This is an optimization exercise on Yosys and OpenROAD, whose aim is small area, a short achievable clock period and few clock cycles per item, not a production implementation. Only simulation tests tie the RTL to the original design; equivalence was not proved. Power and IR drop assume default switching activity.

`run.sh`:
```
#!/bin/bash
# synth_recipe.tcl (not shown) runs the flow's synth.tcl, then flattens the netlist and writes it again
# the make line also repeats each setting of config.mk as NAME=value (left out here)
make -C /OpenROAD-flow-scripts/flow DESIGN_CONFIG=/design/flow/config.mk WORK_HOME=/design/flow/orfs CLKGATE_MAP_FILE= SYNTH_SCRIPT=/design/flow/synth_recipe.tcl finish
```
`config.mk`:
```
export PLATFORM = sky130hd
export DESIGN_NAME = frame_decoder
export DESIGN_NICKNAME = frame_decoder
export VERILOG_FILES = /design/flow/design.v
export SDC_FILE = /design/flow/constraint.sdc
export NUM_CORES = 4
export LEC_CHECK = 0
export CAP_MARGIN = 20
export CORE_MARGIN = 2
export CORE_UTILIZATION = 40
export PLACE_DENSITY = 0.6
export SLEW_MARGIN = 20
```
`constraint.sdc`:
```
create_clock -name core_clock -period 6.0 [get_ports {clk}]
set_input_delay 1.2000 -clock core_clock [delete_from_list [all_inputs] [get_ports {clk}]]
set_output_delay 1.2000 -clock core_clock [all_outputs]
set_load 0.01 [all_outputs]
```
`design.v`:
```
module frame_decoder #(
    parameter MAX_LEN = 64
) (
    input  wire       clk,
    input  wire       rst,
    input  wire       rx_valid,
    output wire       rx_ready,
    input  wire [7:0] rx_data,
    output reg        out_valid,
    input  wire       out_ready,
    output reg  [7:0] out_data,
    output reg  [1:0] out_status,
    output reg        out_last
);
    localparam MAX_SPAN = MAX_LEN + 3;   
    localparam P        = MAX_LEN - 1;   
    localparam R        = P + 2;         
    localparam QD       = 8;             
    localparam ST_OK      = 2'd0;
    localparam ST_BAD     = 2'd1;
    localparam ST_BAD_CRC = 2'd2;
    function [15:0] crc_step(input [15:0] c, input [7:0] b);
        reg [7:0] x;
        begin
            x = c[15:8] ^ b;
            x = x ^ (x >> 4);
            crc_step = (c << 8) ^ ({8'd0, x} << 12) ^ ({8'd0, x} << 5) ^ {8'd0, x};
        end
    endfunction
    reg        rdy;        
    reg        h0;         
    reg [7:0]  d0;
    reg        z0;         
    reg        o0;         
    reg        w_ok;       
    reg        q_ok;       
    reg        hunt;
    reg [6:0]  slen;       
    reg        s0;         
    reg        sf;         
    reg [6:0]  cnt;        
    reg        c0;         
    reg [5:0]  nt;         
    reg [7:0]  u_new;      
    reg [7:0]  u_old;      
    reg [15:0] crc;        
    reg        in_dp;      
    reg [8:0]  ring [0:R-1];   
    reg [6:0]  wl;         
    reg        wl_last;    
    reg [6:0]  rl;         
    reg        rl0;        
    reg [6:0]  live;       
    reg        l0;         
    reg [QD-1:0] q;        
    reg [3:0]    qn;       
    reg          q_ne;     
    reg        hv;         
    reg [7:0]  hd;
    assign rx_ready = rdy;
    wire       go      = h0 & w_ok & q_ok;
    wire       enter   = go & hunt & z0;
    wire       acc     = go & ~hunt;
    wire       take    = acc & ~z0 & ~sf;
    wire       emit    = take & ~(c0 & s0);
    wire [7:0] e       = c0 ? 8'h00 : d0;
    wire       dwr     = emit & nt[1];
    wire       close   = acc & z0 & ~s0;
    wire       over    = acc & ~z0 & sf;
    wire       bad     = ~c0 | ~nt[5];
    wire       crc_ok  = (crc == {u_new, u_old});
    wire [1:0] verdict = (over | bad) ? ST_BAD : crc_ok ? ST_OK : ST_BAD_CRC;
    wire       mark    = close | over;
    wire       wr      = w_ok & (dwr | mark | ~in_dp);
    wire [8:0] wdata   = dwr  ? {1'b1, u_old} :
                         mark ? {1'b0, 5'd0, 1'b1, verdict} : 9'd0;
    wire [8:0] s       = ring[P];
    wire       s_byte  = s[8];
    wire       s_mark  = ~s[8] & s[2];
    wire       s_fill  = ~s[8] & ~s[2];
    wire       out_free = ~out_valid | out_ready;
    wire       r_at    = rl0 & ~l0;
    wire       c_byte  = s_byte & (~hv | (q_ne & (~q[0] | out_free)));
    wire       c_mark  = s_mark & q_ne & out_free;
    wire       rd      = r_at & (s_fill | c_byte | c_mark);
    wire       emit_h  = r_at & s_byte & hv & q_ne & q[0] & out_free;
    wire       emit_m  = r_at & c_mark;
    integer k;
    always @(posedge clk) begin
        ring[0] <= wr ? wdata : ring[R-1];
        for (k = 1; k < R; k = k + 1) ring[k] <= ring[k-1];
    end
    wire       up      = wr & ~rd;
    wire       dn      = ~wr & rd;
    wire       full_n  = up ? (live == R - 1) : dn ? 1'b0 : (live == R);
    wire       l0_n    = up ? 1'b0 : dn ? (live == 7'd1) : l0;
    wire       w_ok_n  = (wr | wl_last) & ~full_n;
    wire       okb     = (verdict == ST_OK);
    wire [3:0] qn_n    = qn + {3'd0, mark} - {3'd0, emit_m};
    wire       q_ok_n  = (qn_n != QD);
    wire       h0_n    = rdy ? rx_valid : h0;
    integer j;
    always @(posedge clk) begin
        if (rst) begin
            rdy   <= 1'b1;
            h0    <= 1'b0;
            w_ok  <= 1'b1;
            q_ok  <= 1'b1;
            hunt  <= 1'b1;
            slen  <= 7'd0;
            s0    <= 1'b1;
            sf    <= 1'b0;
            cnt   <= 7'd0;
            c0    <= 1'b1;
            nt    <= 6'd0;
            crc   <= 16'hFFFF;
            in_dp <= 1'b0;
            wl    <= 7'd0;
            wl_last <= 1'b0;
            rl    <= R - P - 1;
            rl0   <= 1'b0;
            live  <= 7'd0;
            l0    <= 1'b1;
            qn    <= 4'd0;
            q_ne  <= 1'b0;
            hv    <= 1'b0;
            out_valid <= 1'b0;
        end else begin
            rdy <= ~h0_n | (w_ok_n & q_ok_n);
            h0  <= h0_n;
            if (rdy) begin
                d0 <= rx_data;
                z0 <= (rx_data == 8'h00);
                o0 <= (rx_data == 8'h01);
            end
            if (enter) begin
                hunt <= 1'b0;
                slen <= 7'd0;
                s0   <= 1'b1;
                sf   <= 1'b0;
                cnt  <= 7'd0;
                c0   <= 1'b1;
                nt   <= 6'd0;
                crc  <= 16'hFFFF;
            end
            if (mark) hunt <= 1'b1;
            if (take) begin
                slen <= slen + 1'b1;
                s0   <= 1'b0;
                sf   <= (slen == MAX_SPAN - 1);
                if (c0) begin
                    cnt <= d0[7] ? 7'h7F : (d0[6:0] - 1'b1);
                    c0  <= o0;
                end else begin
                    cnt <= cnt - 1'b1;
                    c0  <= (cnt == 7'd1);
                end
            end
            if (emit) begin
                if (nt[1]) crc <= crc_step(crc, u_old);
                u_old <= u_new;
                u_new <= e;
                nt    <= {nt[4:0], 1'b1};
            end
            if (dwr)  in_dp <= 1'b1;
            if (mark) in_dp <= 1'b0;
            wl      <= wr ? 7'd0 : wl_last ? 7'd0 : wl + 1'b1;
            wl_last <= ~wr & (wl == R - 2);
            live    <= live + {6'd0, wr} - {6'd0, rd};
            l0      <= l0_n;
            w_ok    <= w_ok_n;
            for (j = 0; j < QD; j = j + 1) begin
                if (mark && (qn - {3'd0, emit_m}) == j)
                    q[j] <= okb;
                else if (emit_m)
                    q[j] <= (j == QD - 1) ? 1'b0 : q[j+1];
            end
            qn   <= qn_n;
            q_ne <= (qn_n != 4'd0);
            q_ok <= q_ok_n;
            rl  <= rd ? 7'd0 : (rl == R - 1) ? 7'd0 : rl + 1'b1;
            rl0 <= rd | (rl == R - 1);
            if (out_valid & out_ready) out_valid <= 1'b0;
            if (rd & s_byte) begin
                hv <= 1'b1;
                hd <= s[7:0];
            end
            if (emit_h | emit_m) begin
                out_valid  <= 1'b1;
                out_data   <= hd;
                out_status <= emit_m ? s[1:0] : ST_OK;
                out_last   <= emit_m;
            end
            if (emit_m) hv <= 1'b0;
        end
    end
endmodule
```
==> impl_results.md, run 1 <==
* Routed Antenna Nets at 0
* Diodes inserted at 0
* # hold bufs at CTS at 0
* Syn. warnings at 2
* Grt ovf at 0
* Final hold vios at 0
* Mapped Cells at 1181
* Pin count of the biggest net entering global routing at 39
* RR Endpoint: live[6]$_SDFF_PP0_
* Area leader, netlist: dfxtp_1
* Die Ht at between 200 and 250 µm
* Remaining DRCs at 0
* CP max-delay cell: nor4_2
* Minimum clock period at 3.80 ns
* Slew Viols, Final at 0
* FF-to-FF setup slack at 2.53 ns
* CTS tree: built
* Synth cell types at 66
* All-layer global routing usage at 10.7%
* Initial antenna violation count at 1
* Prevailing post-synth register cell: dfxtp_1
* Hold slack at 0.315 ns
* P per Cell Area at 444 mW/mm²
* Synthesized area per cell at between 15 and 20 µm²
* Core Region at between 0.04 and 0.05 mm²
* Global-route wire length before repair at about 41000 µm
* Final worst-path cycle share at 63.3%
* 1st-iter DRT viols at 380
* CTS resizes at 0
* RSZ-0062 raised after global routing: false
* Wire per inst at 12.8 µm
* Worst skew pair latency at 0.58 ns
* CTS sink count at just over 700
* Maxcap violations at 0
* Clock buffer depth at 3
* Vias in the first global route at 8113
* Via/cell ratio at 4.29
* Layout Skew at 0.0200 ns
* CP Max Fanout at 9
* TNS Setup at 0 ns
* Crit. End Element: flip-flop
* Leak at 8.12 nW
* Yosys reg bits at approximately 710
* Relative slew slack at 38.6%
* Commonest non-fill, non-tap cells in the layout: dfxtp_1, clkbuf_16, edfxtp_1, nor2_1, inv_1
* Top post-synthesis cells by area: dfxtp_1, edfxtp_1, ha_1, xor2_1, xnor2_1
* Post-synth EDFFs at 53
* CP Launch Type: input port
* Starting Density at between 40 and 50%
* CP cell instances: clkdlybuf4s50_1, nand2b_1, and3_1, nand2_1, inv_1, ha_1, ha_1, a21bo_2, nor4_2, nand2_1, a21oi_1
* Routed WL at 24300 µm
* Share of cells above drive strength 1 at 9.92%
* Worst-path clk slew at roughly 0.06 ns
* First-pass DRT Iterations at 4
* Maximum vdd ir drop at ~270 µV
* Worst path required time at 6.29 ns
* HPWL reported at the end of detailed placement at 14000 µm
* Share of Yosys cell area claimed by the top area cell type at between 70% and 80%
* Worst hold path type: flip-flop to flip-flop
* Commonest non-fill, non-tap cell in the layout: dfxtp_1
* CTS Root Cell: clkbuf_16
* Die area at 0.0466 mm²
* Area growth from synthesis to layout at 17.9%
* Critical path endpoint: q[6]$_DFFE_PP_
* # nets final at 1297
* Register area share after synthesis at 82.5%
* Worst R2R Start: z0$_DFFE_PP_
* Die X at about 220 µm
* Max Fclk at between 200 and 300 MHz
* CP Launch Point: out_ready
* Cts bufs inserted at 69
* Via count at 8168
* # rows at 77
* H-Tree Depth at 3
* Final setup vio count at 0
* Port Buf Inserts at 24
* Number of I/O pins at 25
* Crit path kind: input port to flip-flop
* WP data arrival at 4.08 ns
* Max incr delay on CP at 0.49 ns
* R2R depth at 11
* Cell Area, Synth at 0.0180 mm²
* Post-Syn Nets at 1222
* Post CTS Setup Buffer Count at 0
* Ys async rst share at 0%
* Post-layout util at 47.8%
* GPL Wtd Cong at 0.794
* Status: finished clean
* Worst-Margin Slew at 0.917 ns
## final cells by class
| type | instances | area, µm² |
|---|---|---|
| flip-flops and latches | 714 | 14800 |
| fillers | 3792 | 23100 |
| clock inverters | 30 | 303 |
| well taps | 592 | 741 |
| repair buffers | 28 | 265 |
| inverters | 35 | 134 |
| multi-input cells | 408 | 2910 |
| clock buffers | 96 | 2000 |
## synth_stat cells, drive strengths merged (5+ instances only)
cell,count
nor2,41
clkbuf,16
a22o,9
nand3,23
o21ai,6
a31oi,5
xor2,31
and3,9
dfxtp,661
nor2b,17
nor3,13
nand4,10
a2bb2oi,14
o2bb2ai,7
a21o,6
nor4,15
a21oi,26
buf,8
nand2b,6
xnor2,30
inv,35
edfxtp,53
a211oi,8
nor3b,5
nand2,32
ha,27
## through the flow
step / instances / worst slack [ns] / total power [mW] / cell area (µm²)
2_1_floorplan: 1181 / 2.19 / 5.19 / 18000
3_3_place_gp: 1777 / 1.40 / 5.25 / 18900
3_5_place_dp: 1777 / 1.28 / 5.26 / 18900
4_1_cts: 1903 / 1.88 / 9.53 / 21200
5_1_grt: 1903 / 1.89 / 9.76 / 21200
6_report: 1903 / 2.20 / 9.40 / 21200
## sequential cells by signal, summed over array words and instances (netlist names), 8 cells and up
register  flops
out_data      8
u_new         8
ring        585
u_old         8
d0            8
hd            8
crc          16
q             8
## cells by family after synthesis
kind of cell    share of synthesized area [%]
compound gates                           4.99
xor+xnor                                 2.97
fa+ha+maj                                2.10
buf+inv                                  1.36
flops                                    82.5
mux                                    0.0557
simple gates                             6.02
## per-layer routing
layer  global-route usage, %  up-vias  part of all wire [%]
met2                    15.2      124                    41
met4                    5.16        0                   3.2
met1                    15.2     3832                    52
met3                    2.71       59                   3.8
li1                        -     4153                     -
met5                       0        -                     0
## power by group
group | leakage (nW) | internal, mW | switching [mW] | total (mW)
Clock | 1.14 | 2.50 | 1.75 | 4.25
Sequential | 5.80 | 4.83 | 0.0283 | 4.86
Combinational | 1.18 | 0.128 | 0.163 | 0.291
Total | 8.12 | 7.46 | 1.94 | 9.40
## critical path: cells and delay by family
kind | cells | cell delay (ns)
AND/OR/NAND/NOR | 5 | 1.35
AO/OA/AOI/OAI | 2 | 0.43
adder cells (fa/ha/maj) | 2 | 0.53
buffers and inverters | 2 | 0.56
## worst min-delay path by stage
stage	start	end	slack [ns]	cells after the start
global placement	ring[40][2]$_DFF_P_	ring[41][2]$_DFF_P_	0.31	0
floorplan	ring[9][0]$_DFF_P_	ring[10][0]$_DFF_P_	0.31	0
global route	ring[47][8]$_DFF_P_	ring[48][8]$_DFF_P_	0.32	0
detailed placement	ring[21][5]$_DFF_P_	ring[22][5]$_DFF_P_	0.31	0
finish	ring[47][1]$_DFF_P_	ring[48][1]$_DFF_P_	0.31	0
CTS	ring[47][1]$_DFF_P_	ring[48][1]$_DFF_P_	0.32	0
Testbench counts, summed over its fixed seeds: cycles 46,880, frames 1,200.
==> inputs of run 2 (changes only) <==
--- a/config.mk
+++ b/config.mk
@@ -5,8 +5,10 @@
 export SDC_FILE = /design/flow/constraint.sdc
 export NUM_CORES = 4
 export LEC_CHECK = 0
+export ABC_CLOCK_PERIOD_IN_PS = 2300
 export CAP_MARGIN = 20
 export CORE_MARGIN = 2
 export CORE_UTILIZATION = 40
 export PLACE_DENSITY = 0.6
+export SETUP_SLACK_MARGIN = 3.7
 export SLEW_MARGIN = 20
==> impl_results.md, run 2 <==
* Worst-path clk slew at 0.07 ns
* Top post-synthesis cells by area: dfxtp_1, edfxtp_1, ha_1, xor2_1, xnor2_1
* Port Buf Inserts at 24
* H-Tree Depth at 3
* Starting Density at 40.5%
* Routed WL at 26300 µm
* Worst skew pair latency at 0.58 ns
* Pint at approximately 7.3 mW
* Sequential power share at 52.3%
* Via/cell ratio at 4.37
* Final hold vios at 0
* Leak at 8.29 nW
* Maximum vdd ir drop at about 210 µV
* Share of cells above drive strength 1 at around a fifth
* Routed Antenna Nets at 0
* Final Non-Filler Cells at 1930
* # nets final at 1329
* Cell with the most instances after synthesis: dfxtp_1
* Largest registers: ring: 585 flops, crc: 16 flops
* Global-route wire length before repair at 43100 µm
* Remaining DRCs at 0
* Share of Yosys cell area claimed by the top area cell type at 73.6%
* CTS tree: built
* Cell Area, Synth at 0.0180 mm²
* Via count at between 8000 and 9000
* Number of I/O pins at 25
* Core Region at 0.0443 mm²
* Top cells by count, synth: dfxtp_1, edfxtp_1, nor2_1, inv_1
* Final WS setup at 3.18 ns
* Status: finished clean
* Area growth from synthesis to layout at 21.3%
* CP Launch Type: input port
* Die Ht at 216 µm
* Highest metal used: met4
* First-pass DRT Iterations at 4
* CP Max Fanout at 2
* CTS Root Cell: clkbuf_16
* Largest register by flop count: ring
* WP data arrival at about 3.3 ns
* Grt ovf at 0
* CP bufs+invs at 3
* Max incr delay on CP at 0.51 ns
* Crit path kind: input port to flip-flop
* Fill cells at 3734
* Die X at 216 µm
* Register area share after synthesis at 82.5%
* Syn. warnings at 2
* Met3 WL post-DR at roughly 1100 µm
* Layout Skew at 0.0154 ns
* # rows at 77
* Worst hold path type: flip-flop to flip-flop
* Vias in the first global route at roughly 8600
* All-layer global routing usage at a little under an eighth
* Clock buffer depth at 3
* Worst-Margin Slew at 0.887 ns
* CP cell instances: buf_6, nand2b_4, and3_4, nand2_8, inv_8, ha_4, inv_2, ha_4, and3b_1, or4_4, and2_4, or3_1
* Max Fclk at 355 MHz
* Commonest non-fill, non-tap cells in the layout: dfxtp_1, clkbuf_16, edfxtp_1, nor2_1
* Minimum clock period at 2.82 ns
* Cts bufs inserted at between 60 and 70
* Die area at 0.0466 mm²
* CP delay by family, top: simple AND/OR/NAND/NOR gates
* CP max-delay cell: or4_4
* Post-Syn Nets at 1222
* HPWL reported at the end of detailed placement at 14600 µm
* Crit. End Element: flip-flop
* Synth cell types at 66
* NetSw at 1.94 mW
* Max FFs per register at slightly below 600
* Most frequent cell on the critical path: ha_4
* Area leader, netlist: dfxtp_1
* Ys async rst share at 0%
* Diodes inserted at 0
* Met2 WL at 11200 µm
* GPL Wtd Cong at 0.800
* Synthesized area per cell at roughly 15 µm²
* Setup WS pre-CTS at 2.06 ns
* Yosys reg bits at 714
* Maxcap violations at 0
* Prevailing post-synth register cell: dfxtp_1
* Relative slew slack at approximately two fifths
* Clk pwr share at 43.2%
* Commonest non-fill, non-tap cell in the layout: dfxtp_1
* Post-synth EDFFs at 53
* Wire per inst at around 14 µm
* Mapped Cells at 1181
* CTS sink count at 714
* Post-Place Cells at 1776
* WL met1 at 12900 µm
* Slew Viols, Final at 0
* Sw Ratio at 20.9%
* Pin count of the biggest net entering global routing at 39
* TNS Setup at 0 ns
* 1st-iter DRT viols at around 560
* RSZ-0062 raised after global routing: true
* Initial antenna violation count at 0
* # hold bufs at CTS at 0
* Worst path required time at around 6.5 ns
* P per Cell Area at 426 mW/mm²
* Final setup vio count at 0
* Final worst-path cycle share at 47.0%
* Gate power share at 4.5%
[run 2: cell counts after synthesis]
Identical to the previous run, type by type.
[run 2: worst reg2reg max path: stages, from the launching register on]
cell and delay, ns:
edfxtp_1 0.42, buf_6 0.15, and2_4 0.17, nor3_4 0.19
inv_2 0.08, ha_4 0.27, inv_2 0.04, ha_4 0.14
and3b_1 0.17, or4_4 0.51, and2_4 0.17, or3_1 0.30
[run 2: logic make-up after synthesis]
kind of cell,after synthesis,synth area share [%]
mux,1,0.0557
fa+ha+maj,29,2.10
flops,714,82.5
compound gates,119,4.99
xor+xnor,61,2.97
buf+inv,59,1.36
simple gates,198,6.02
[run 2: final cells by class]
cell class,instances,area (µm²),area share [%]
clock inverters,25,230,1.06
inverters,35,154,0.706
clock buffers,93,1900,8.70
flip-flops and latches,714,14800,68.0
repair buffers,63,543,2.49
well taps,592,741,3.40
multi-input cells,408,3400,15.6
[run 2: routing by layer]
metal	GRT usage (%)	vias to the layer above
met3	3.41	76
met2	16.9	134
met1	15.5	4009
met5	0	-
li1	-	4214
met4	5.78	0
[run 2: metrics by stage]
step | area, µm² | util [%] | total power, mW | hold slack [ns]
5_1_grt | 21800 | 49.2 | 9.64 | 0.323
6_report | 21800 | 49.2 | 9.29 | 0.314
4_1_cts | 21600 | 48.8 | 9.40 | 0.320
3_3_place_gp | 19000 | 42.9 | 5.26 | 0.311
2_1_floorplan | 18100 | - | 5.19 | 0.310
3_5_place_dp | 19000 | 42.9 | 5.27 | 0.312
[run 2: path summary, 6_finish.rpt]
path / to / cells after the start / slack (ns) / startpoint
min reg2reg: ring[34][7]$_DFF_P_ / 0 / 0.31 / ring[33][7]$_DFF_P_
max: q_ok$_SDFF_PP1_ / 12 / 3.18 / out_ready
max reg2reg: q_ok$_SDFF_PP1_ / 11 / 3.28 / z0$_DFFE_PP_
min: ring[34][7]$_DFF_P_ / 0 / 0.31 / ring[33][7]$_DFF_P_
[run 2: timing repair]
| item | CTS | global route |
|---|---|---|
| setup endpoints to repair | 102 | 63 |
| pin swaps | 46 | 20 |
| resized for setup | 133 | 29 |
| setup buffers | 33 | 3 |
[run 2: power groups by stage]
stage	clock network, mW	logic [mW]	registers [mW]
6_report	4.01	0.418	4.86
2_1_floorplan	0	0.235	4.96
4_1_cts	4.14	0.400	4.86
3_5_place_dp	0	0.301	4.97
5_1_grt	4.32	0.454	4.86
3_3_place_gp	0	0.289	4.97
==> inputs of run 3 (changes only) <==
--- a/design.v
+++ b/design.v
@@ -57,6 +57,10 @@
     reg          q_ne;     
     reg        hv;         
     reg [7:0]  hd;
+    reg        bv;         
+    reg [7:0]  bd;
+    reg [1:0]  bs;
+    reg        bl;
     assign rx_ready = rdy;
     wire       go      = h0 & w_ok & q_ok;
     wire       enter   = go & hunt & z0;
@@ -78,13 +82,16 @@
     wire       s_byte  = s[8];
     wire       s_mark  = ~s[8] & s[2];
     wire       s_fill  = ~s[8] & ~s[2];
-    wire       out_free = ~out_valid | out_ready;
+    wire       room    = ~bv;      
     wire       r_at    = rl0 & ~l0;
-    wire       c_byte  = s_byte & (~hv | (q_ne & (~q[0] | out_free)));
-    wire       c_mark  = s_mark & q_ne & out_free;
+    wire       c_byte  = s_byte & (~hv | (q_ne & (~q[0] | room)));
+    wire       c_mark  = s_mark & q_ne & room;
     wire       rd      = r_at & (s_fill | c_byte | c_mark);
-    wire       emit_h  = r_at & s_byte & hv & q_ne & q[0] & out_free;
+    wire       emit_h  = r_at & s_byte & hv & q_ne & q[0] & room;
     wire       emit_m  = r_at & c_mark;
+    wire       push    = emit_h | emit_m;
+    wire [1:0] p_st    = emit_m ? s[1:0] : ST_OK;
+    wire       pop     = out_valid & out_ready;
     integer k;
     always @(posedge clk) begin
         ring[0] <= wr ? wdata : ring[R-1];
@@ -124,6 +131,7 @@
             qn    <= 4'd0;
             q_ne  <= 1'b0;
             hv    <= 1'b0;
+            bv    <= 1'b0;
             out_valid <= 1'b0;
         end else begin
             rdy <= ~h0_n | (w_ok_n & q_ok_n);
@@ -180,18 +188,32 @@
             q_ok <= q_ok_n;
             rl  <= rd ? 7'd0 : (rl == R - 1) ? 7'd0 : rl + 1'b1;
             rl0 <= rd | (rl == R - 1);
-            if (out_valid & out_ready) out_valid <= 1'b0;
             if (rd & s_byte) begin
                 hv <= 1'b1;
                 hd <= s[7:0];
             end
-            if (emit_h | emit_m) begin
-                out_valid  <= 1'b1;
-                out_data   <= hd;
-                out_status <= emit_m ? s[1:0] : ST_OK;
-                out_last   <= emit_m;
-            end
             if (emit_m) hv <= 1'b0;
+            if (~out_valid | pop) begin
+                if (bv) begin
+                    out_valid  <= 1'b1;
+                    out_data   <= bd;
+                    out_status <= bs;
+                    out_last   <= bl;
+                    bv         <= push;
+                end else begin
+                    out_valid  <= push;
+                    out_data   <= hd;
+                    out_status <= p_st;
+                    out_last   <= emit_m;
+                end
+            end else if (push) begin
+                bv <= 1'b1;
+            end
+            if (push) begin
+                bd <= hd;
+                bs <= p_st;
+                bl <= emit_m;
+            end
         end
     end
 endmodule
==> impl_results.md, run 3 <==
* Status: finished clean
* FF-to-FF setup slack at roughly 3.5 ns
* Clock buffer depth at 3
* Leak at 8.54 nW
* M2 GR Usage at around 15%
* Synthesized area per cell at 15.1 µm²
* Maximum vdd ir drop at 296 µV
* Yosys reg bits at 726
* Worst-Margin Slew at approximately 0.74 ns
* Commonest non-fill, non-tap cells in the layout: dfxtp_1, clkbuf_16, edfxtp_1, a21oi_1, nor2_1
* Hold slack at 0.319 ns
* Cell Area, Synth at 0.0186 mm²
* Register area share after synthesis at 81.8%
* DP Area at 0.0196 mm²
* Minimum clock period at around 2.5 ns
* Vias in the first global route at 8592
* Remaining DRCs at 0
* Die X at 219 µm
* Relative slew slack at 51.0%
* H-Tree Depth at 3
* Syn. warnings at 2
* Routed WL at 26000 µm
* Largest registers: ring: 585 flops, crc: 16 flops
* Most frequent cell on the critical path: ha_4
* WP data arrival at 3.00 ns
* # nets final at 1382
* Synth cell types at 75
* Post-synth EDFFs at 64
* CP cell instances: or2_4, and3_4, inv_4, ha_4, inv_2, ha_4, and3b_2, or4_4, and2_4, or3_1
* Worst skew pair latency at around 0.6 ns
* RR Endpoint: q_ok$_SDFF_PP1_
* Core Region at 0.0456 mm²
* Pin count of the biggest net entering global routing at 61
* RSZ-0062 raised after global routing: true
* Worst path required time at around 6.5 ns
* Worst-path clk slew at ~0.060 ns
* Mapped Cells at 1231
* Wire per inst at 13.0 µm
* GPL Wtd Cong at roughly 0.8
* Top cells by count, synth: dfxtp_1, edfxtp_1, a21oi_1, nor2_1
* Cell with the most instances after synthesis: dfxtp_1
* Largest register by flop count: ring
* Final hold vios at 0
* CTS tree: built
* Hold Path End: ring[45][8]$_DFF_P_
* # rows at 78
* P per Cell Area at roughly 430 mW/mm²
* Fill cells at 3785
* Hold Startpoint: ring[44][8]$_DFF_P_
* Prevailing post-synth register cell: dfxtp_1
* Die area at roughly 0.048 mm²
* GR peak layer: met1
* Final setup vio count at 0
* Grt ovf at 0
* Post-route design area at 0.0223 mm²
* TNS Setup at 0 ns
* Number of I/O pins at 25
* Max incr delay on CP at 0.45 ns
* Layout Skew at 0.0146 ns
* # hold bufs at CTS at 0
* Starting Density at 40.7%
* 1st-iter DRT viols at about 500
* Crit path kind: flip-flop to flip-flop
* Final worst-path cycle share at 42.4%
* Area growth from synthesis to layout at 20.2%
* CP bufs+invs at 2
* Max Fclk at 393 MHz
* Maxcap violations at 0
* CP Launch Type: flip-flop
* Ys async rst share at 0%
* Met1 usage at 15.8%
* CTS Root Cell: clkbuf_16
* Max FFs per register at 585
* Register area at 0.0152 mm²
* Via count at 8753
* Worst hold path type: flip-flop to flip-flop
* Cells on Worst Hold Path at 0
* Post-Syn Nets at 1272
* All-layer global routing usage at between 10% and 20%
* Initial antenna violation count at 0
* Global-route wire length before repair at between 40000 and 50000 µm
* CP max-delay cell: edfxtp_1
* First-pass DRT Iterations at 4
* Share of Yosys cell area claimed by the top area cell type at 71.4%
* Die Ht at 219 µm
* Routed Antenna Nets at 0
* Slew Viols, Final at 0
* Cts bufs inserted at 66
* CTS sink count at 726
* Met3 Usage GRT at between 3 and 4%
* Crit. End Element: flip-flop
* R2R depth at 10
* Top post-synthesis cells by area: dfxtp_1, edfxtp_1, ha_1, xor2_1, xnor2_1
* Multi-input gate area at between 0.003 and 0.004 mm²
* Port Buf Inserts at 24
* Worst R2R Start: z0$_DFFE_PP_
* Commonest non-fill, non-tap cell in the layout: dfxtp_1
* HPWL reported at the end of detailed placement at 14800 µm
* Area leader, netlist: dfxtp_1
* CP Max Fanout at 3
* CP delay by family, top: simple AND/OR/NAND/NOR gates
* Share of cells above drive strength 1 at 17.9%
* Via/cell ratio at 4.39
[run 3: cell families (layout without fill, tap and decap cells)]
| logic type | count (synthesis) | count (layout) | share of synthesized area, % |
|---|---|---|---|
| xor+xnor | 61 | 61 | 2.88 |
| fa+ha+maj | 29 | 29 | 2.04 |
| mux | 9 | 9 | 0.539 |
| other cells | 0 | 1 | 0 |
| simple gates | 230 | 230 | 6.80 |
| flops | 726 | 726 | 81.8 |
| compound gates | 119 | 119 | 4.57 |
| buf+inv | 57 | 221 | 1.40 |
[run 3: cell type report]
class | count | area share [%]
flip-flops and latches | 726 | 68.1
well taps | 600 | 3.37
inverters | 33 | 0.639
repair buffers | 66 | 2.35
multi-input cells | 448 | 15.5
clock buffers | 94 | 8.38
diodes | 1 | 0.0112
clock inverters | 28 | 1.59
[run 3: metal layers]
layer  part of all wire [%]  vias to the layer above
met2                     41                      156
met4                    2.5                        0
met3                    5.4                       58
li1                       -                     4395
met1                     51                     4144
met5                      0                        -
[run 3: worst max-delay path by stage]
stage | endpoint | depth (start not counted) | slack [ns] | startpoint
final | q_ok$_SDFF_PP1_ | 10 | 3.46 | z0$_DFFE_PP_
after global routing | q_ok$_SDFF_PP1_ | 11 | 3.40 | z0$_DFFE_PP_
after CTS | q_ok$_SDFF_PP1_ | 11 | 3.41 | z0$_DFFE_PP_
after detailed placement | q_ok$_SDFF_PP1_ | 10 | 2.84 | z0$_DFFE_PP_
after global placement | q_ok$_SDFF_PP1_ | 10 | 2.94 | z0$_DFFE_PP_
after floorplan | q_ok$_SDFF_PP1_ | 11 | 3.30 | z0$_DFFE_PP_
[run 3: repair_timing]
item / 4_1_cts / 5_1_grt
hold endpoints to repair: 0 / 0
pin swaps: 20 / 29
setup endpoints to repair: 53 / 40
resized for setup: 77 / 30
buffers inserted: 27 / 14
[run 3: power breakdown]
| group | internal [mW] | switching [mW] | leakage [nW] |
|---|---|---|---|
| combinational | 0.176 | 0.200 | 1.51 |
| sequential | 4.92 | 0.0296 | 5.94 |
| clock | 2.43 | 1.75 | 1.09 |
| total | 7.53 | 1.98 | 8.54 |
[run 3: per-stage QoR]
stage / setup WS [ns] / power (mW) / utilization [%] / cells
3_3_place_gp: 2.94 / 5.38 / 43.1 / 1832
6_report: 3.46 / 9.52 / 48.9 / 1996
5_1_grt: 3.40 / 9.87 / 48.9 / 1995
3_5_place_dp: 2.84 / 5.39 / 43.1 / 1832
4_1_cts: 3.41 / 9.61 / 48.4 / 1981
2_1_floorplan: 3.30 / 5.31 / - / 1231
Testbench counts of run 3, summed over its fixed seeds: cycles 46,880, frames 1,200.
==> inputs of run 4 (changes only) <==
--- a/config.mk
+++ b/config.mk
@@ -9,6 +9,8 @@
 export CAP_MARGIN = 20
 export CORE_MARGIN = 2
 export CORE_UTILIZATION = 40
+export CTS_BUF_LIST = sky130_fd_sc_hd__clkbuf_4 sky130_fd_sc_hd__clkbuf_8
+export CTS_CLUSTER_SIZE = 24
 export PLACE_DENSITY = 0.6
 export SETUP_SLACK_MARGIN = 3.7
 export SLEW_MARGIN = 20
==> impl_results.md, run 4 <==
* Status: finished clean
* Worst path required time at 6.51 ns
* Cells on Worst Hold Path at 0
* Synthesized area per cell at ~15 µm²
* Vias in the first global route at 8989
* CTS tree: built
* Pin count of the biggest net entering global routing at 61
* Hold Path End: ring[44][7]$_DFF_P_
* Syn. warnings at 2
* WP data arrival at 3.04 ns
* Leak at 8.64 nW
* All-layer global routing usage at 11.3%
* # rows at 78
* Cts bufs inserted at between 100 and 150
* Top post-synthesis cells by area: dfxtp_1, edfxtp_1, ha_1, xor2_1, xnor2_1
* Crit. End Element: flip-flop
* HPWL reported at the end of detailed placement at around 15000 µm
* P per Cell Area at 416 mW/mm²
* Routed Antenna Nets at 0
* Die area at between 0.04 and 0.05 mm²
* Routed WL at 26500 µm
* Commonest non-fill, non-tap cells in the layout: dfxtp_1, clkbuf_8, edfxtp_1, nor2_1, buf_4
* Wire per inst at about 13 µm
* Via count at between 8000 and 9000
* Global-route wire length before repair at ~44000 µm
* Final setup vio count at 0
* CP Max Fanout at 4
* Via/cell ratio at 4.33
* Commonest non-fill, non-tap cell in the layout: dfxtp_1
* Largest registers: ring: 585 flops, crc: 16 flops
* Starting Density at between 40% and 50%
* Final WS setup at about 3.5 ns
* Minimum clock period at 2.54 ns
* Diodes inserted at 0
* RR Endpoint: q_ok$_SDFF_PP1_
* Maxcap violations at 0
* Port Buf Inserts at 24
* Post-Syn Nets at ~1300
* Final hold vios at 0
* Die Ht at 219 µm
* Relative slew slack at a little under half
* Grt ovf at 0
* Final worst-path cycle share at around 42%
* Number of I/O pins at 25
* TNS Setup at 0 ns
* Top cells by count, synth: dfxtp_1, edfxtp_1, a21oi_1, nor2_1
* Worst hold path type: flip-flop to flip-flop
* Crit path kind: flip-flop to flip-flop
* Synth cell types at 75
* Ys async rst share at 0%
* # nets final at 1417
* Max Fclk at 394 MHz
* Setup WS pre-CTS at 2.84 ns
* Mapped Cells at 1231
* Largest register by flop count: ring
* Area leader, netlist: dfxtp_1
* Area growth from synthesis to layout at 20.4%
* R2R depth at 10
* Cell with the most instances after synthesis: dfxtp_1
* Yosys reg bits at slightly above 700
* GPL Wtd Cong at 0.797
* Initial antenna violation count at 0
* FF-to-FF setup slack at 3.46 ns
* Post-synth EDFFs at 64
* CTS Root Cell: clkbuf_8
* Core Region at 0.0456 mm²
* 1st-iter DRT viols at roughly 430
* H-Tree Depth at 3
* Register area share after synthesis at about 82%
* CTS sink count at 726
* Hold Startpoint: ring[43][7]$_DFF_P_
* Share of cells above drive strength 1 at 23.1%
* CP Launch Type: flip-flop
* Cell Area, Synth at 0.0186 mm²
* Remaining DRCs at 0
* Worst-path clk slew at 0.06 ns
* First-pass DRT Iterations at 5
* Share of Yosys cell area claimed by the top area cell type at 71.4%
* Maximum vdd ir drop at ~300 µV
* Clock buffer depth at 3
* Slew Viols, Final at 0
* Worst skew pair latency at 0.65 ns
* Prevailing post-synth register cell: dfxtp_1
* Die X at 219 µm
* Worst-Margin Slew at approximately 0.79 ns
* Layout Skew at 0.0183 ns
* RSZ-0062 raised after global routing: true
* Worst R2R Start: hunt$_SDFFE_PP1P_
* Max FFs per register at 585
run 4: cell counts after synthesis:
No cell type changed its count.
run 4: what timing repair did:
item	4_1_cts	5_1_grt
gates resized for setup	81	37
hold buffers	0	0
setup endpoints to repair	53	40
endpoints found under the hold margin	0	0
pin swaps	24	29
buffers inserted	27	14
run 4: through the flow:
| step | power [mW] | cell area, µm² | util, % | hold WS, ns | std cells |
|---|---|---|---|---|---|
| 2_1_floorplan | 5.31 | 18800 | - | 0.310 | 1231 |
| 3_3_place_gp | 5.38 | 19600 | 43.1 | 0.310 | 1832 |
| 3_5_place_dp | 5.39 | 19600 | 43.1 | 0.312 | 1832 |
| 4_1_cts | 9.41 | 22100 | 48.4 | 0.305 | 2042 |
| 5_1_grt | 9.69 | 22300 | 49.0 | 0.317 | 2056 |
| 6_report | 9.29 | 22300 | 49.0 | 0.313 | 2056 |
run 4: final cells by class:
type / count / area [µm²]
Clock buffer: 164 / 2050
Clock inverter: 19 / 170
Fill cell: 3819 / 23200
Inverter: 33 / 145
Multi-Input combinational cell: 448 / 3490
Sequential cell: 726 / 15200
Tap cell: 600 / 751
Timing Repair Buffer: 66 / 532
run 4: logic make-up (layout without fill, tap and decap cells):
group                      count (synthesis)  after routing  synth area share (%)
AOI/OAI and AO/OA                        119            119                  4.57
xor gates and xnor gates                  61             61                  2.88
adders and majority gates                 29             29                  2.04
buffers and inverters                     57            282                  1.40
DFF                                      726            726                  81.8
muxes                                      9              9                 0.539
and+or+nand+nor                          230            230                  6.80
run 4: routing by layer:
| metal | up-vias | wire (µm) | GRT usage (%) |
|---|---|---|---|
| li1 | 4471 | - | - |
| met1 | 4224 | 13800 | 15.9 |
| met2 | 155 | 10800 | 15.7 |
| met3 | 53 | 1430 | 3.96 |
| met4 | 0 | 575 | 5.00 |
| met5 | - | 0 | 0 |
run 4: worst max-delay path, stage by stage (launching register included):
cell and delay (ns):
dfxtp_2 0.33, and4b_2 0.30, and3_4 0.21, inv_4 0.04, ha_4 0.25, inv_2 0.03, ha_4 0.14, and3b_2 0.21
or4_4 0.42, and2_4 0.16, or3_1 0.31
run 4: where the power goes:
part           switching, mW  leakage [nW]  total (mW)  internal (mW)
clock network           1.70          1.18        3.96           2.25
registers             0.0291          5.94        4.95           4.93
logic                  0.202          1.51       0.380          0.178
total                   1.93          8.64        9.29           7.36
run 4: worst max path at each step:
stage                                 start            endpoint  slack, ns  cells after the start
after detailed placement       z0$_DFFE_PP_     q_ok$_SDFF_PP1_       2.84                     10
after global routing         q[0]$_DFFE_PP_  live[6]$_SDFF_PP0_       3.40                     10
final                     hunt$_SDFFE_PP1P_     q_ok$_SDFF_PP1_       3.46                     10
after CTS                      z0$_DFFE_PP_     q_ok$_SDFF_PP1_       3.40                     10
after floorplan                z0$_DFFE_PP_     q_ok$_SDFF_PP1_       3.30                     11
after global placement         z0$_DFFE_PP_     q_ok$_SDFF_PP1_       2.94                     10
==> inputs of run 5 (changes only) <==
--- a/design.v
+++ b/design.v
@@ -99,12 +99,18 @@
     end
     wire       up      = wr & ~rd;
     wire       dn      = ~wr & rd;
+    wire [6:0] live_p  = live + 1'b1;
+    wire [6:0] live_m  = live - 1'b1;
+    wire [6:0] live_n  = up ? live_p : dn ? live_m : live;
     wire       full_n  = up ? (live == R - 1) : dn ? 1'b0 : (live == R);
     wire       l0_n    = up ? 1'b0 : dn ? (live == 7'd1) : l0;
     wire       w_ok_n  = (wr | wl_last) & ~full_n;
     wire       okb     = (verdict == ST_OK);
-    wire [3:0] qn_n    = qn + {3'd0, mark} - {3'd0, emit_m};
-    wire       q_ok_n  = (qn_n != QD);
+    wire [3:0] qn_p    = qn + 1'b1;
+    wire [3:0] qn_m    = qn - 1'b1;
+    wire [3:0] qn_n    = (mark & ~emit_m) ? qn_p : (~mark & emit_m) ? qn_m : qn;
+    wire       q_ne_n  = mark | (qn > 4'd1) | ((qn == 4'd1) & ~emit_m);
+    wire       q_ok_n  = (qn < QD - 1);      
     wire       h0_n    = rdy ? rx_valid : h0;
     integer j;
     always @(posedge clk) begin
@@ -174,17 +180,17 @@
             if (mark) in_dp <= 1'b0;
             wl      <= wr ? 7'd0 : wl_last ? 7'd0 : wl + 1'b1;
             wl_last <= ~wr & (wl == R - 2);
-            live    <= live + {6'd0, wr} - {6'd0, rd};
+            live    <= live_n;
             l0      <= l0_n;
             w_ok    <= w_ok_n;
             for (j = 0; j < QD; j = j + 1) begin
-                if (mark && (qn - {3'd0, emit_m}) == j)
+                if (mark && (emit_m ? (qn == j + 1) : (qn == j)))
                     q[j] <= okb;
                 else if (emit_m)
                     q[j] <= (j == QD - 1) ? 1'b0 : q[j+1];
             end
             qn   <= qn_n;
-            q_ne <= (qn_n != 4'd0);
+            q_ne <= q_ne_n;
             q_ok <= q_ok_n;
             rl  <= rd ? 7'd0 : (rl == R - 1) ? 7'd0 : rl + 1'b1;
             rl0 <= rd | (rl == R - 1);
--- a/config.mk
+++ b/config.mk
@@ -9,8 +9,6 @@
 export CAP_MARGIN = 20
 export CORE_MARGIN = 2
 export CORE_UTILIZATION = 40
-export CTS_BUF_LIST = sky130_fd_sc_hd__clkbuf_4 sky130_fd_sc_hd__clkbuf_8
-export CTS_CLUSTER_SIZE = 24
 export PLACE_DENSITY = 0.6
 export SETUP_SLACK_MARGIN = 3.7
 export SLEW_MARGIN = 20
==> impl_results.md, run 5 <==
* Maximum vdd ir drop at 243 µV
* Prevailing post-synth register cell: dfxtp_1
* Slew Viols, Final at 0
* HPWL reported at the end of detailed placement at around 14000 µm
* Grt ovf at 0
* Gate power share at 0.8%
* GPL Wtd Cong at 0.774
* Vias in the first global route at 8294
* Max Fclk at ~430 MHz
* Synth cell types at 56
* Pin count of the biggest net entering global routing at 49
* Worst hold path type: flip-flop to flip-flop
* R2R depth at 10
* Top cells by count, synth: dfxtp_1, nor2_1, edfxtp_1, a21oi_1, xor2_1
* WP data arrival at 2.77 ns
* Cts bufs inserted at between 60 and 70
* Diodes inserted at 0
* Pint at 7.35 mW
* FF-to-FF setup slack at 3.65 ns
* Layout Skew at 0.0162 ns
* Register area at 0.0152 mm²
* Starting Density at 40.4%
* Multi-input gate area at about 0.0030 mm²
* Crit. End Element: flip-flop
* Largest register by flop count: ring
* Syn. warnings at 2
* Wire per inst at 12.7 µm
* H-Tree Depth at 3
* Cells on Worst Hold Path at 0
* Leak at ~8.3 nW
* Maxcap violations at 0
* Number of I/O pins at 25
* CP bufs+invs at 2
* Post-synth EDFFs at 64
* Initial antenna violation count at 1
* Tot Pwr at 9.11 mW
* # nets final at 1331
* CP Launch Type: flip-flop
* Routed WL at roughly 25000 µm
* Max FFs per register at 585
* Area growth from synthesis to layout at 17.8%
* # rows at a little under 80
* Commonest non-fill, non-tap cells in the layout: dfxtp_1, nor2_1, clkbuf_16, edfxtp_1, a21oi_1
* Worst-path clk slew at around 0.060 ns
* Share of Yosys cell area claimed by the top area cell type at 72.5%
* Cell with the most instances after synthesis: dfxtp_1
* Number of cells on the critical path at 10
* Via count at 8402
* Worst-Margin Slew at approximately 0.80 ns
* Worst skew pair latency at 0.57 ns
* Clock buffer depth at 3
* Largest registers: ring: 585 flops, crc: 16 flops
* Max incr delay on CP at 0.51 ns
* Crit path kind: flip-flop to flip-flop
* Cell Area, Synth at ~0.018 mm²
* Relative slew slack at between 40 and 50%
* CP delay by family, top: simple AND/OR/NAND/NOR gates
* Die area at 0.0474 mm²
* All-layer global routing usage at 10.9%
* Core Region at roughly 0.045 mm²
* Post-Syn Nets at 1249
* 1st-iter DRT viols at 443
* CP cell instances: nor2_4, a211o_4, inv_6, or3_4, ha_4, or4_4, a21oi_2, buf_4, xnor2_2, nor2_1
* Share of cells above drive strength 1 at between 10 and 15%
* Commonest non-fill, non-tap cell in the layout: dfxtp_1
* Mapped Cells at 1217
* Minimum clock period at 2.35 ns
* Final setup vio count at 0
* Die Ht at 218 µm
* Global-route wire length before repair at a little over 40000 µm
* CTS sink count at 726
* Status: finished clean
* Die X at ~220 µm
* # hold bufs at CTS at 0
* Yosys reg bits at 726
* Worst path required time at roughly 6.4 ns
* Area leader, netlist: dfxtp_1
* Ys async rst share at 0%
* CP max-delay cell: edfxtp_1
* Top post-synthesis cells by area: dfxtp_1, edfxtp_1, xor2_1, nor2_1, xnor2_1
* Synthesized area per cell at 15.0 µm²
* CTS Root Cell: clkbuf_16
* Port Buf Inserts at 24
* CP Max Fanout at 6
* Final worst-path cycle share at 39.1%
* Via/cell ratio at ~4.3
* P per Cell Area at 423 mW/mm²
* Routed Antenna Nets at 0
* RSZ-0062 raised after global routing: true
* CTS tree: built
* Register area share after synthesis at 83.0%
* Sw Ratio at 19.3%
* Clk pwr share at 45.3%
* First-pass DRT Iterations at 4
* TNS Setup at 0 ns
* Remaining DRCs at 0
* Sequential power share at 53.9%
* Final hold vios at 0
* Fill cells at 3932
* NetSw at 1.76 mW
==> run 5: final timing paths <==
path                                        endpoint                start
worst max-delay path            live[3]$_SDFFE_PP0P_         z0$_DFFE_PP_
worst min-delay path             ring[51][1]$_DFF_P_  ring[50][1]$_DFF_P_
worst max register to register  live[3]$_SDFFE_PP0P_         z0$_DFFE_PP_
worst min register to register   ring[51][1]$_DFF_P_  ring[50][1]$_DFF_P_
==> run 5: worst reg2reg max path: stages (launching register included) <==
cell	delay [ns]
edfxtp_1	0.51
nor2_4	0.17
a211o_4	0.14
inv_6	0.03
or3_4	0.34
ha_4	0.18
or4_4	0.41
a21oi_2	0.14
buf_4	0.13
xnor2_2	0.10
nor2_1	0.05
==> run 5: routing by layer <==
| metal | vias to the layer above | part of all wire (%) | global-route usage (%) | wire [µm] |
|---|---|---|---|---|
| li1 | 4254 | - | - | - |
| met1 | 3966 | 52 | 15.7 | 12900 |
| met2 | 132 | 40 | 15.1 | 9930 |
| met3 | 50 | 4.9 | 2.98 | 1210 |
| met4 | 0 | 2.6 | 4.78 | 653 |
| met5 | - | 0 | 0 | 0 |
==> run 5: stage by stage <==
step / instance area [µm²] / instances / util [%] / hold WS, ns / worst slack [ns]
6_report: 21500 / 1950 / 47.5 / 0.313 / 3.65
5_1_grt: 21500 / 1950 / 47.5 / 0.318 / 3.52
4_1_cts: 21400 / 1945 / 47.3 / 0.310 / 3.62
3_5_place_dp: 19200 / 1816 / 42.5 / 0.312 / 3.12
3_3_place_gp: 19200 / 1816 / 42.5 / 0.310 / 3.15
2_1_floorplan: 18400 / 1217 / - / 0.310 / 3.56
==> run 5: timing repair <==
item,CTS,global route
setup buffers,9,5
gates resized for setup,59,12
pin swaps,6,6
endpoints found under the setup margin,25,26
cloned,0,0
==> run 5: kinds of logic after synthesis <==
logic type,synth area share (%)
buffers and inverters,1.18
xor gates and xnor gates,3.31
and+or+nand+nor,6.17
adders and majority gates,1.37
AOI/OAI and AO/OA,4.01
DFF,83.0
muxes,0.938
==> run 5: cell type report <==
cell class,count,share of cell area [%]
multi-input cells,439,13.9
clock inverters,33,1.54
clock buffers,87,8.66
repair buffers,43,1.45
flip-flops and latches,726,70.6
well taps,600,3.49
inverters,22,0.430
==> run 5: power groups by stage <==
| stage | registers (mW) | logic, mW | clock network, mW |
|---|---|---|---|
| global placement | 5.02 | 0.0689 | 0 |
| finish | 4.91 | 0.0699 | 4.13 |
| CTS | 4.91 | 0.0695 | 4.26 |
| global route | 4.91 | 0.0788 | 4.45 |
| floorplan | 5.01 | 0.0489 | 0 |
| detailed placement | 5.02 | 0.0698 | 0 |
Testbench counts of run 5, summed over its fixed seeds: cycles 46,880, frames 1,200.
==> inputs of run 6 (changes only) <==
--- a/design.v
+++ b/design.v
@@ -31,7 +31,6 @@
     reg        h0;         
     reg [7:0]  d0;
     reg        z0;         
-    reg        o0;         
     reg        w_ok;       
     reg        q_ok;       
     reg        hunt;
@@ -50,8 +49,9 @@
     reg        wl_last;    
     reg [6:0]  rl;         
     reg        rl0;        
-    reg [6:0]  live;       
     reg        l0;         
+    reg        lfull;      
+    reg        ldir;       
     reg [QD-1:0] q;        
     reg [3:0]    qn;       
     reg          q_ne;     
@@ -99,11 +99,11 @@
     end
     wire       up      = wr & ~rd;
     wire       dn      = ~wr & rd;
-    wire [6:0] live_p  = live + 1'b1;
-    wire [6:0] live_m  = live - 1'b1;
-    wire [6:0] live_n  = up ? live_p : dn ? live_m : live;
-    wire       full_n  = up ? (live == R - 1) : dn ? 1'b0 : (live == R);
-    wire       l0_n    = up ? 1'b0 : dn ? (live == 7'd1) : l0;
+    wire [6:0] wl_i    = wl_last ? 7'd0 : wl + 1'b1;
+    wire       lz_n    = up ? (rl == 7'd0) : dn ? (wl == R - 2) : (l0 | lfull);
+    wire       ldir_n  = up | (ldir & ~dn);
+    wire       full_n  = lz_n & ldir_n;
+    wire       l0_n    = lz_n & ~ldir_n;
     wire       w_ok_n  = (wr | wl_last) & ~full_n;
     wire       okb     = (verdict == ST_OK);
     wire [3:0] qn_p    = qn + 1'b1;
@@ -132,8 +132,9 @@
             wl_last <= 1'b0;
             rl    <= R - P - 1;
             rl0   <= 1'b0;
-            live  <= 7'd0;
             l0    <= 1'b1;
+            lfull <= 1'b0;
+            ldir  <= 1'b0;
             qn    <= 4'd0;
             q_ne  <= 1'b0;
             hv    <= 1'b0;
@@ -145,7 +146,6 @@
             if (rdy) begin
                 d0 <= rx_data;
                 z0 <= (rx_data == 8'h00);
-                o0 <= (rx_data == 8'h01);
             end
             if (enter) begin
                 hunt <= 1'b0;
@@ -164,7 +164,7 @@
                 sf   <= (slen == MAX_SPAN - 1);
                 if (c0) begin
                     cnt <= d0[7] ? 7'h7F : (d0[6:0] - 1'b1);
-                    c0  <= o0;
+                    c0  <= (d0 == 8'h01);
                 end else begin
                     cnt <= cnt - 1'b1;
                     c0  <= (cnt == 7'd1);
@@ -178,10 +178,11 @@
             end
             if (dwr)  in_dp <= 1'b1;
             if (mark) in_dp <= 1'b0;
-            wl      <= wr ? 7'd0 : wl_last ? 7'd0 : wl + 1'b1;
+            wl      <= wr ? 7'd0 : wl_i;
             wl_last <= ~wr & (wl == R - 2);
-            live    <= live_n;
             l0      <= l0_n;
+            lfull   <= full_n;
+            ldir    <= ldir_n;
             w_ok    <= w_ok_n;
             for (j = 0; j < QD; j = j + 1) begin
                 if (mark && (emit_m ? (qn == j + 1) : (qn == j)))
==> impl_results.md, run 6 <==
* Status: finished clean
* Final setup vio count at 0
* Largest register by flop count: ring
* Crit. End Element: primary output
* Max incr delay on CP at 0.38 ns
* Tot Pwr at 9.10 mW
* Final hold vios at 0
* RR Endpoint: q[4]$_DFFE_PP_
* Area growth from synthesis to layout at 17.9%
* Mapped Cells at 1198
* Hold Startpoint: ring[52][6]$_DFF_P_
* First-pass DRT Iterations at 5
* CP Launch Type: flip-flop
* Maximum vdd ir drop at approximately 350 µV
* Leak at 8.05 nW
* Number of cells on the critical path at 1
* Post-Syn Nets at 1225
* # rows at 77
* Grt ovf at 0
* Multi-input gate area at 0.00284 mm²
* Via/cell ratio at 4.30
* CP cell instances: buf_2
* # nets final at 1306
* Starting Density at 40.6%
* Ys async rst share at 0%
* Final WS setup at 3.71 ns
* Top post-synthesis cells by area: dfxtp_1, edfxtp_1, xnor2_1, nor2_1, a21oi_1
* Layout Skew at 0.0186 ns
* Share of Yosys cell area claimed by the top area cell type at 73.0%
* CP delay by family, top: flip-flops
* Yosys reg bits at 720
* Cts bufs inserted at 66
* Worst-path clk slew at 0.06 ns
* Cell Area, Synth at 0.0180 mm²
* Share of cells above drive strength 1 at 13.1%
* Largest registers: ring: 585 flops, crc: 16 flops
* Top cells by count, synth: dfxtp_1, nor2_1, edfxtp_1, a21oi_1, xnor2_1
* Die Ht at 216 µm
* Remaining DRCs at 0
* R2R depth at 5
* Setup WS pre-CTS at 2.72 ns
* Clock buffer depth at 3
* Area leader, netlist: dfxtp_1
* Slew Viols, Final at 0
* Vias in the first global route at 8078
* GPL Wtd Cong at 0.792
* Worst path required time at 4.80 ns
* Syn. warnings at 2
* CTS sink count at between 700 and 800
* Worst hold path type: flip-flop to flip-flop
* FF-to-FF setup slack at 3.80 ns
* 1st-iter DRT viols at a little under 500
* H-Tree Depth at 3
* Post-Place Cells at 1790
* WP data arrival at 1.09 ns
* Diodes inserted at 0
* Commonest non-fill, non-tap cell in the layout: dfxtp_1
* Final Non-Filler Cells at slightly below 2000
* Pin count of the biggest net entering global routing at 50
* Via count at 8274
* CP Launch Point: out_status[0]$_DFFE_PP_
* Worst R2R Start: z0$_DFFE_PP_
* All-layer global routing usage at a little over a tenth
* Number of I/O pins at 25
* Critical path endpoint: out_status[0]
* Final worst-path cycle share at 38.2%
* CTS tree: built
* Post-synth EDFFs at 63
* P per Cell Area at 429 mW/mm²
* Initial antenna violation count at 1
* Hold slack at just over 0.3 ns
* CTS Root Cell: clkbuf_16
* Wire per inst at 12.7 µm
* Fill cells at 3827
* Synth cell types at between 60 and 70
* Core Region at 0.0443 mm²
* Crit path kind: flip-flop to primary output
* Routed WL at about 24000 µm
* HPWL reported at the end of detailed placement at 13700 µm
* Die area at between 0.04 and 0.05 mm²
* Prevailing post-synth register cell: dfxtp_1
* Register area at 0.0151 mm²
* RSZ-0062 raised after global routing: true
* Register area share after synthesis at 83.5%
* Global-route wire length before repair at 40500 µm
* CP Max Fanout at 1
* Max FFs per register at 585
* Routed Antenna Nets at 0
* Maxcap violations at 0
* CP max-delay cell: edfxtp_1
* Minimum clock period at 2.29 ns
* Max Fclk at 436 MHz
* TNS Setup at 0 ns
* Worst skew pair latency at 0.57 ns
* Relative slew slack at between 40% and 50%
* Port Buf Inserts at 24
* Worst-Margin Slew at between 0.8 and 0.9 ns
* Cell with the most instances after synthesis: dfxtp_1
* CP bufs+invs at 1
* Die X at 216 µm
* Synthesized area per cell at roughly 15 µm²
* Commonest non-fill, non-tap cells in the layout: dfxtp_1, nor2_1, clkbuf_16, edfxtp_1
==> run 6: changes by cell type after synthesis, moves of 8 or more <==
cell,delta
a21oi_1,-9
nand2_1,+10
nor4_1,-13
o21ai_0,+8
xor2_1,-16
==> run 6: layout make-up <==
class,instances,area share [%]
flip-flops and latches,720,70.9
multi-input cells,427,13.4
clock buffers,94,8.90
well taps,592,3.49
repair buffers,39,1.41
clock inverters,25,1.40
inverters,24,0.460
repair inverters,1,0.0236
==> run 6: cells by family (layout without fill, tap and decap cells) <==
family,Yosys count,count (layout),share of synthesized area (%)
adder cells (fa/ha/maj),17,17,1.16
multiplexers,21,21,1.27
AND/OR/NAND/NOR,228,228,6.40
XOR/XNOR,59,59,2.87
AO/OA/AOI/OAI,102,102,3.64
buffers and inverters,51,183,1.12
flip-flops,720,720,83.5
==> run 6: what timing repair did <==
item,4_1_cts,5_1_grt
gates cloned,2,0
setup buffers,2,9
setup endpoints to repair,46,59
pin swaps,0,3
hold endpoints to repair,0,0
gates resized for setup,63,13
hold buffers,0,0
==> run 6: power breakdown <==
part | switching (mW) | internal (mW)
registers | 0.0229 | 4.87
clock network | 1.72 | 2.36
logic | 0.0807 | 0.0496
total | 1.82 | 7.28
==> run 6: stage by stage <==
stage / area (µm²) / util [%]
6_report: 21200 / 47.9
5_1_grt: 21200 / 47.9
4_1_cts: 21100 / 47.6
3_5_place_dp: 18900 / 42.7
3_3_place_gp: 18900 / 42.7
2_1_floorplan: 18000 / -
==> run 6: per-layer routing <==
layer | track usage [%] | vias up | share of wire (%)
met5 | 0 | - | 0
met4 | 4.63 | 0 | 2.7
met3 | 2.96 | 54 | 5.0
met2 | 14.6 | 162 | 39
met1 | 15.6 | 3903 | 53
li1 | - | 4155 | -
==> run 6: how the worst min path moves through the flow <==
stage / endpoint / slack, ns / cells after the start
after global placement: ring[24][1]$_DFF_P_ / 0.31 / 0
after detailed placement: ring[16][0]$_DFF_P_ / 0.31 / 0
final: ring[53][6]$_DFF_P_ / 0.31 / 0
after CTS: ring[53][6]$_DFF_P_ / 0.31 / 0
after global routing: ring[53][6]$_DFF_P_ / 0.32 / 0
after floorplan: ring[10][0]$_DFF_P_ / 0.31 / 0
Testbench counts of run 6, summed over its fixed seeds: cycles 46,880, frames 1,200.
==> inputs of run 7 (changes only) <==
--- a/config.mk
+++ b/config.mk
@@ -9,6 +9,8 @@
 export CAP_MARGIN = 20
 export CORE_MARGIN = 2
 export CORE_UTILIZATION = 40
+export CTS_CLUSTER_DIAMETER = 70
+export CTS_CLUSTER_SIZE = 26
 export PLACE_DENSITY = 0.6
 export SETUP_SLACK_MARGIN = 3.7
 export SLEW_MARGIN = 20
==> impl_results.md, run 7 <==
* Status: finished clean
* Syn. warnings at 2
* TNS Setup at 0 ns
* Mapped Cells at 1198
* Synthesized area per cell at about 15 µm²
* Top post-synthesis cells by area: dfxtp_1, edfxtp_1, xnor2_1, nor2_1, a21oi_1
* # nets final at 1275
* Vias in the first global route at 7712
* RR Endpoint: q[2]$_DFFE_PP_
* Pin count of the biggest net entering global routing at 50
* Hold Path End: ring[53][5]$_DFF_P_
* Worst-path clk slew at ~0.090 ns
* Relative slew slack at a little under half
* H-Tree Depth at 2
* Remaining DRCs at 0
* Layout Skew at between 0.02 and 0.025 ns
* First-pass DRT Iterations at 7
* P per Cell Area at 380 mW/mm²
* CTS sink count at 720
* Commonest non-fill, non-tap cell in the layout: dfxtp_1
* Minimum clock period at roughly 2.3 ns
* Post-layout util at 45.4%
* Area growth from synthesis to layout at 11.6%
* Crit. End Element: primary output
* Highest metal used: met4
* Die area at 0.0467 mm²
* Cells on Worst Hold Path at 0
* Prevailing post-synth register cell: dfxtp_1
* Worst skew pair latency at approximately 0.56 ns
* CP Launch Point: out_status[0]$_DFFE_PP_
* Global-route wire length before repair at 38800 µm
* CP max-delay cell: edfxtp_1
* Via count at 8063
* Die X at 216 µm
* HPWL reported at the end of detailed placement at 13700 µm
* WL met1 at 12700 µm
* Worst-Margin Slew at 0.807 ns
* Met2 WL at ~9400 µm
* Largest registers: ring: 585 flops, crc: 16 flops
* Multi-input gate area at 0.00283 mm²
* CP Launch Type: flip-flop
* Core Region at between 0.04 and 0.05 mm²
* Tot Pwr at 7.63 mW
* All-layer global routing usage at 10.1%
* Yosys reg bits at 720
* Wire per inst at ~13 µm
* Clock buffer depth at 3
* Grt ovf at 0
* Port Buf Inserts at 24
* CTS Root Cell: clkbuf_16
* Final worst-path cycle share at a little under two fifths
* Number of I/O pins at 25
* Worst hold path type: flip-flop to flip-flop
* 1st-iter DRT viols at roughly 480
* Die Ht at between 200 and 250 µm
* Post-synth EDFFs at 63
* Setup WS pre-CTS at around 2.7 ns
* Synth cell types at 64
* Final hold vios at 0
* Final WS setup at 3.71 ns
* Slew Viols, Final at 0
* Met3 WL post-DR at 1090 µm
* FF-to-FF setup slack at 3.78 ns
* Area leader, netlist: dfxtp_1
* Initial antenna violation count at 1
* Via/cell ratio at 4.35
* Routed WL at approximately 24000 µm
* Top cells by count, synth: dfxtp_1, nor2_1, edfxtp_1, a21oi_1, xnor2_1
* WP data arrival at roughly 1.1 ns
* Final setup vio count at 0
* CTS tree: built
* CP delay by family, top: flip-flops
* Max Fclk at 437 MHz
* Register area at 0.0151 mm²
* Starting Density at 40.6%
* Ys async rst share at 0%
* Leak at 7.51 nW
* Share of cells above drive strength 1 at 9.58%
* Max incr delay on CP at 0.39 ns
* GPL Wtd Cong at 0.792
* Register area share after synthesis at 83.5%
* R2R depth at 5
* Hold Startpoint: ring[52][5]$_DFF_P_
* # rows at 77
* Commonest non-fill, non-tap cells in the layout: dfxtp_1, nor2_1, edfxtp_1, a21oi_1, xnor2_1
* Fill cells at just under 4000
* Cell Area, Synth at 0.0180 mm²
* Routed Antenna Nets at 0
* Maxcap violations at 0
* CP cell instances: buf_2
* Crit path kind: flip-flop to primary output
* Post-Syn Nets at 1225
* Cell with the most instances after synthesis: dfxtp_1
* Max FFs per register at slightly below 600
* CP Max Fanout at 1
* RSZ-0062 raised after global routing: true
* CP bufs+invs at 1
* Worst R2R Start: z0$_DFFE_PP_
* Maximum vdd ir drop at 257 µV
* Worst path required time at roughly 4.8 ns
* # hold bufs at CTS at 0
* Largest register by flop count: ring
* Diodes inserted at 0
* Cts bufs inserted at 35
* Share of Yosys cell area claimed by the top area cell type at 73.0%
==> run 7: cell counts after synthesis <==
No cell type changed its count.
==> run 7: per-layer routing <==
metal	up-vias	track usage [%]
met2	128	14.0
met1	3835	15.4
met3	38	2.33
met4	0	3.47
met5	-	0
li1	4062	-
==> run 7: cell type report <==
type	count	area share, %
multi-input cells	427	14.1
clock inverters	8	0.579
repair buffers	39	1.49
flip-flops and latches	720	74.9
clock buffers	44	4.78
inverters	24	0.485
repair inverters	1	0.0249
well taps	592	3.68
==> run 7: timing repair <==
item | CTS | global route
gates cloned | 2 | 0
setup buffers | 0 | 11
gates resized for setup | 63 | 9
pin swaps | 0 | 3
setup endpoints to repair | 51 | 74
==> run 7: cells by family (layout without fill, tap and decap cells) <==
family,after synthesis,after routing,synth area share [%]
and+or+nand+nor,228,228,6.40
buffers and inverters,51,116,1.12
DFF,720,720,83.5
AOI/OAI and AO/OA,102,102,3.64
adders and majority gates,17,17,1.16
xor gates and xnor gates,59,59,2.87
muxes,21,21,1.27
==> run 7: worst max path at each step <==
| stage | end | slack [ns] | depth (start not counted) |
|---|---|---|---|
| global route | out_data[3] | 3.65 | 1 |
| finish | out_status[0] | 3.71 | 1 |
| floorplan | u_new[0]$_SDFFCE_PP0P_ | 3.69 | 3 |
| detailed placement | bd[4]$_DFFE_PP_ | 2.72 | 5 |
| CTS | rx_ready | 3.57 | 1 |
| global placement | bd[6]$_DFFE_PP_ | 2.80 | 5 |
==> run 7: power breakdown <==
part           switching (mW)  internal, mW
Combinational          0.0825        0.0496
Clock                    1.44          1.18
Sequential             0.0223          4.86
==> run 7: stage by stage <==
stage	hold WS, ns	area [µm²]	cells
final	0.315	20100	1855
after global routing	0.322	20100	1855
after CTS	0.315	20000	1844
after detailed placement	0.312	18900	1790
after global placement	0.310	18900	1790
after floorplan	0.310	18000	1198

[what the ideal ports hide]
No port has a modelled driver above. Below, the same layouts with a new extraction and two added sets of constraints. Step 1, drivers: a clkbuf_16 drives clk and a buf_2 each remaining input, both assumed. Step 2 also shifts input and output timing later by t, the mid clock arrival at the registers, as if the neighbouring blocks saw the same clock. Three values: ideal, step 1, step 2; two values: the first two.
run | t, ns | slack for setup (ns) | worst setup path at the end | clock arrival spread, ns | slew at the worst register clock pin (ns)
run 1 | 0.623 | 2.203 / 2.230 / 1.607 | input to register | 0.024 / 0.024 | 0.07 / 0.07
run 2 | 0.621 | 3.181 / 3.202 / 2.581 | input to register | 0.018 / 0.019 | 0.07 / 0.07
run 3 | 0.623 | 3.457 / 3.457 / 3.213 | input to register | 0.021 / 0.021 | 0.06 / 0.06
run 4 | 0.684 | 3.465 / 3.465 / 3.181 | input to register | 0.019 / 0.020 | 0.07 / 0.07
run 5 | 0.614 | 3.655 / 3.652 / 3.244 | input to register | 0.020 / 0.020 | 0.07 / 0.07
run 6 | 0.615 | 3.706 / 3.654 / 3.374 | input to register | 0.019 / 0.019 | 0.07 / 0.07
run 7 | 0.597 | 3.710 / 3.660 / 3.359 | input to register | 0.030 / 0.029 | 0.10 / 0.10
After both steps setup and hold are still met in every run listed. The setup slack of run 2, which loses most, moves by +0.021 ns with the drivers and by -0.600 ns with both steps.
